Source: an optimization exercise on an open RTL-to-GDS flow (aim: small area, a short achievable clock period and few clock cycles per item). Production flows keep margins and buffers that such runs may drop. Function was checked by simulation only, so behaviour that the tests miss may differ from the original.

// cva_cost_wta
module cva_cost_wta (
    input  wire         clk,
    input  wire         rst,         
    input  wire         in_valid,
    output wire         in_ready,
    input  wire         in_last,
    input  wire [15:0]  in_d,
    input  wire [2:0]   in_c,        
    input  wire [16:0]  in_wq,       
    input  wire [287:0] in_lwin,
    input  wire [287:0] in_rwin,
    output reg          out_valid,
    output reg          out_last,
    output reg  [31:0]  out_cost,
    output reg  [15:0]  out_disp
);
For scale: about 830 flip-flops, roughly 0.079 sq mm of cells after synthesis.
Settings: LEC_CHECK=0, CAP_MARGIN=50, CORE_MARGIN=2, CORE_UTILIZATION=60, PLACE_DENSITY=0.7, SLEW_MARGIN=60, SYNTH_HIERARCHICAL=1; clock period 20.0 ns.
standard.sh (not shown) runs the stock make flow with config.mk's settings and CLKGATE_MAP_FILE= SYNTH_SCRIPT=/design/flow/synth_recipe.tcl, a recipe that flattens the netlist after the stock synthesis.
==> flow/flow/run.sh <==
#!/bin/bash
# Layout flow: the standard flow (standard.sh, all steps), with the
# input and output port buffers made of sky130_fd_sc_hd__buf_2 cells and
# the resizer's setup repair aiming for 15.2 ns of slack (a 4.8 ns path
# target; the clock and the constraints are the design's own).
# Each ORFS step writes its own log under orfs/logs/; the driver's own
# output goes to flow_run.log.
set -o pipefail
export BUFFER_PORTS_ARGS="-buffer_cell sky130_fd_sc_hd__buf_2"
export SETUP_SLACK_MARGIN=15.2
bash standard.sh > flow_run.log 2>&1
The first run completed with no timing, DRC or antenna violations.
Testbench counts at the start, summed over its fixed seeds: cycles 86,022, items 85,982.
Then changed:
==> flow/flow/run.sh (replaced) <==
#!/bin/bash
# Layout flow: the standard flow (standard.sh, all steps), with the
# input and output port buffers made of sky130_fd_sc_hd__buf_2 cells.
# Each ORFS step writes its own log under orfs/logs/; the driver's own
# output goes to flow_run.log.
set -o pipefail
export BUFFER_PORTS_ARGS="-buffer_cell sky130_fd_sc_hd__buf_2"
bash standard.sh > flow_run.log 2>&1
What happened: The new run passed the timing, design-rule and antenna checks. Sequential share of layout area is higher by 1.6 points. Non-clock buffer count is lower by 403. Worst hold slack is about the same. Worst setup slack gets worse by 0.36 ns. Cell count is lower by 4.1%. Flip-flop and latch count is unchanged. Die area stays the same. Via count is lower by 4.6%. Area after synthesis is unchanged.
Then changed:
==> flow/flow/run.sh (replaced) <==
#!/bin/bash
# Layout flow: the standard flow (standard.sh, all steps), with the
# input and output port buffers made of sky130_fd_sc_hd__buf_2 cells and
# the resizer's setup repair aiming for 14.7 ns of slack (a 5.3 ns path
# target; the clock and the constraints are the design's own).
# Each ORFS step writes its own log under orfs/logs/; the driver's own
# output goes to flow_run.log.
set -o pipefail
export BUFFER_PORTS_ARGS="-buffer_cell sky130_fd_sc_hd__buf_2"
export SETUP_SLACK_MARGIN=14.7
bash standard.sh > flow_run.log 2>&1
=> Cell count barely changes; wire length went up by 0.61%; die area does not change; global-route usage went up by 0.26 points; sequential share of layout area went down by 0.35 points.
Then changed:
--- a/flow/flow/run.sh
+++ b/flow/flow/run.sh
@@ -3,3 +3,3 @@
 # input and output port buffers made of sky130_fd_sc_hd__buf_2 cells and
-# the resizer's setup repair aiming for 14.7 ns of slack (a 5.3 ns path
+# the resizer's setup repair aiming for 14.3 ns of slack (a 5.7 ns path
 # target; the clock and the constraints are the design's own).
@@ -9,3 +9,3 @@
 export BUFFER_PORTS_ARGS="-buffer_cell sky130_fd_sc_hd__buf_2"
-export SETUP_SLACK_MARGIN=14.7
+export SETUP_SLACK_MARGIN=14.3
 bash standard.sh > flow_run.log 2>&1
What happened: Via count went down slightly. Worst hold slack improved by 0.022 ns. Cell count is about the same. Utilization went down by 1.4 points. Wire length went down slightly. Synthesized cell count does not change. Die area is unchanged. Global-route usage went down by 0.26 points. Non-clock buffer count went down by 11.

Setup of exp/fjord:
Another version of the RTL of cva_cost_wta (not shown whole).
Size in the first run: ~7,500 cells after synthesis, about 670 I/O pins, about 0.080 sq mm of cells after synthesis.
## cva_cost_wta
module cva_cost_wta (
    input  wire         clk,
    input  wire         rst,         
    input  wire         in_valid,
    output wire         in_ready,
    input  wire         in_last,
    input  wire [15:0]  in_d,
    input  wire [2:0]   in_c,        
    input  wire [16:0]  in_wq,       
    input  wire [287:0] in_lwin,
    input  wire [287:0] in_rwin,
    output reg          out_valid,
    output reg          out_last,
    output reg  [31:0]  out_cost,
    output wire [15:0]  out_disp
);
clock: 20.0 ns
lec_check: 0
cap_margin: 50
core_margin: 2
core_utilization: 60
cts_buf_list: sky130_fd_sc_hd__clkbuf_8
cts_cluster_size: 20
place_density: 0.7
slew_margin: 60
synth_hierarchical: 1
==> flow/flow/run.sh <==
#!/bin/bash
# Layout flow: the standard flow (standard.sh, all steps), with the
# input and output port buffers made of sky130_fd_sc_hd__buf_2 cells and
# the resizer's setup repair aiming for 14.5 ns of slack (a 5.5 ns path
# target; the clock and the constraints are the design's own).
# Each ORFS step writes its own log under orfs/logs/; the driver's own
# output goes to flow_run.log.
set -o pipefail
export BUFFER_PORTS_ARGS="-buffer_cell sky130_fd_sc_hd__buf_2"
export SETUP_SLACK_MARGIN=14.5
bash standard.sh > flow_run.log 2>&1
Testbench counts of exp/fjord, summed over its fixed seeds: cycles 86,022, items 85,982.
Here is what was changed in the inputs of exp/lagoon compared with exp/fjord.
Settings: swapping 0.7 for 0.8 in PLACE_DENSITY; clearing CTS_CLUSTER_SIZE, which used to be 20; clearing CTS_BUF_LIST, which used to be sky130_fd_sc_hd__clkbuf_8; swapping 60 for 65 in CORE_UTILIZATION.
Notes after the runs:
- Final cell area excluding filler cells: exp/fjord vs exp/lagoon — no meaningful difference
- Higher global-route usage among exp/lagoon and exp/fjord: exp/lagoon
- [exp/lagoon] initial core utilization rose 4.9 points relative to exp/fjord
What exp/maple does differently from exp/lagoon at the input level:
Settings: CORE_UTILIZATION now 60, was 65; PLACE_DENSITY now 0.7, was 0.8.
### Flow results
Routed length on met1 was lower in the run labelled exp/lagoon.

port drivers added, routing unchanged:
The flow's constraints put no driver on any port. The routed layouts listed below were extracted and timed again, unchanged, in two steps.
Step 1: set_driving_cell puts a clkbuf_16 on clk and a buf_2 on each other input, an assumption about the parent block.
Step 2, shift: input delay + t, output delay - t, t = (earliest + latest rising clock arrival at the registers) / 2. This alone moves slack from input paths to output paths.
a / b / c = ideal ports / drivers / drivers and shift; a / b = the first two.
run	t, ns	slack for setup (ns)	worst register clock-pin slew, ns	worst data-port slew with drivers (ns)	pins driven straight from the clock port
the first run of note 1	0.766	14.648 / 14.648 / 14.377	0.08 / 0.08	0.10	1
the second run of note 1	0.767	14.287 / 14.287 / 14.011	0.07 / 0.07	0.10	1
the third run of note 1	0.806	14.542 / 14.542 / 14.307	0.08 / 0.08	0.12	1
the fourth run of note 1	0.766	14.424 / 14.424 / 14.012	0.07 / 0.07	0.10	1
exp/fjord	0.953	14.589 / 14.507 / 14.077	0.07 / 0.07	0.08	1
exp/lagoon	0.769	14.605 / 14.605 / 13.987	0.07 / 0.07	0.10	1
exp/maple	0.784	14.642 / 14.642 / 14.067	0.07 / 0.07	0.08	1
After both steps every run listed still meets setup and hold. For exp/lagoon, which loses most, drivers alone change the setup slack by 0.000 ns; drivers and shift together by -0.618 ns.
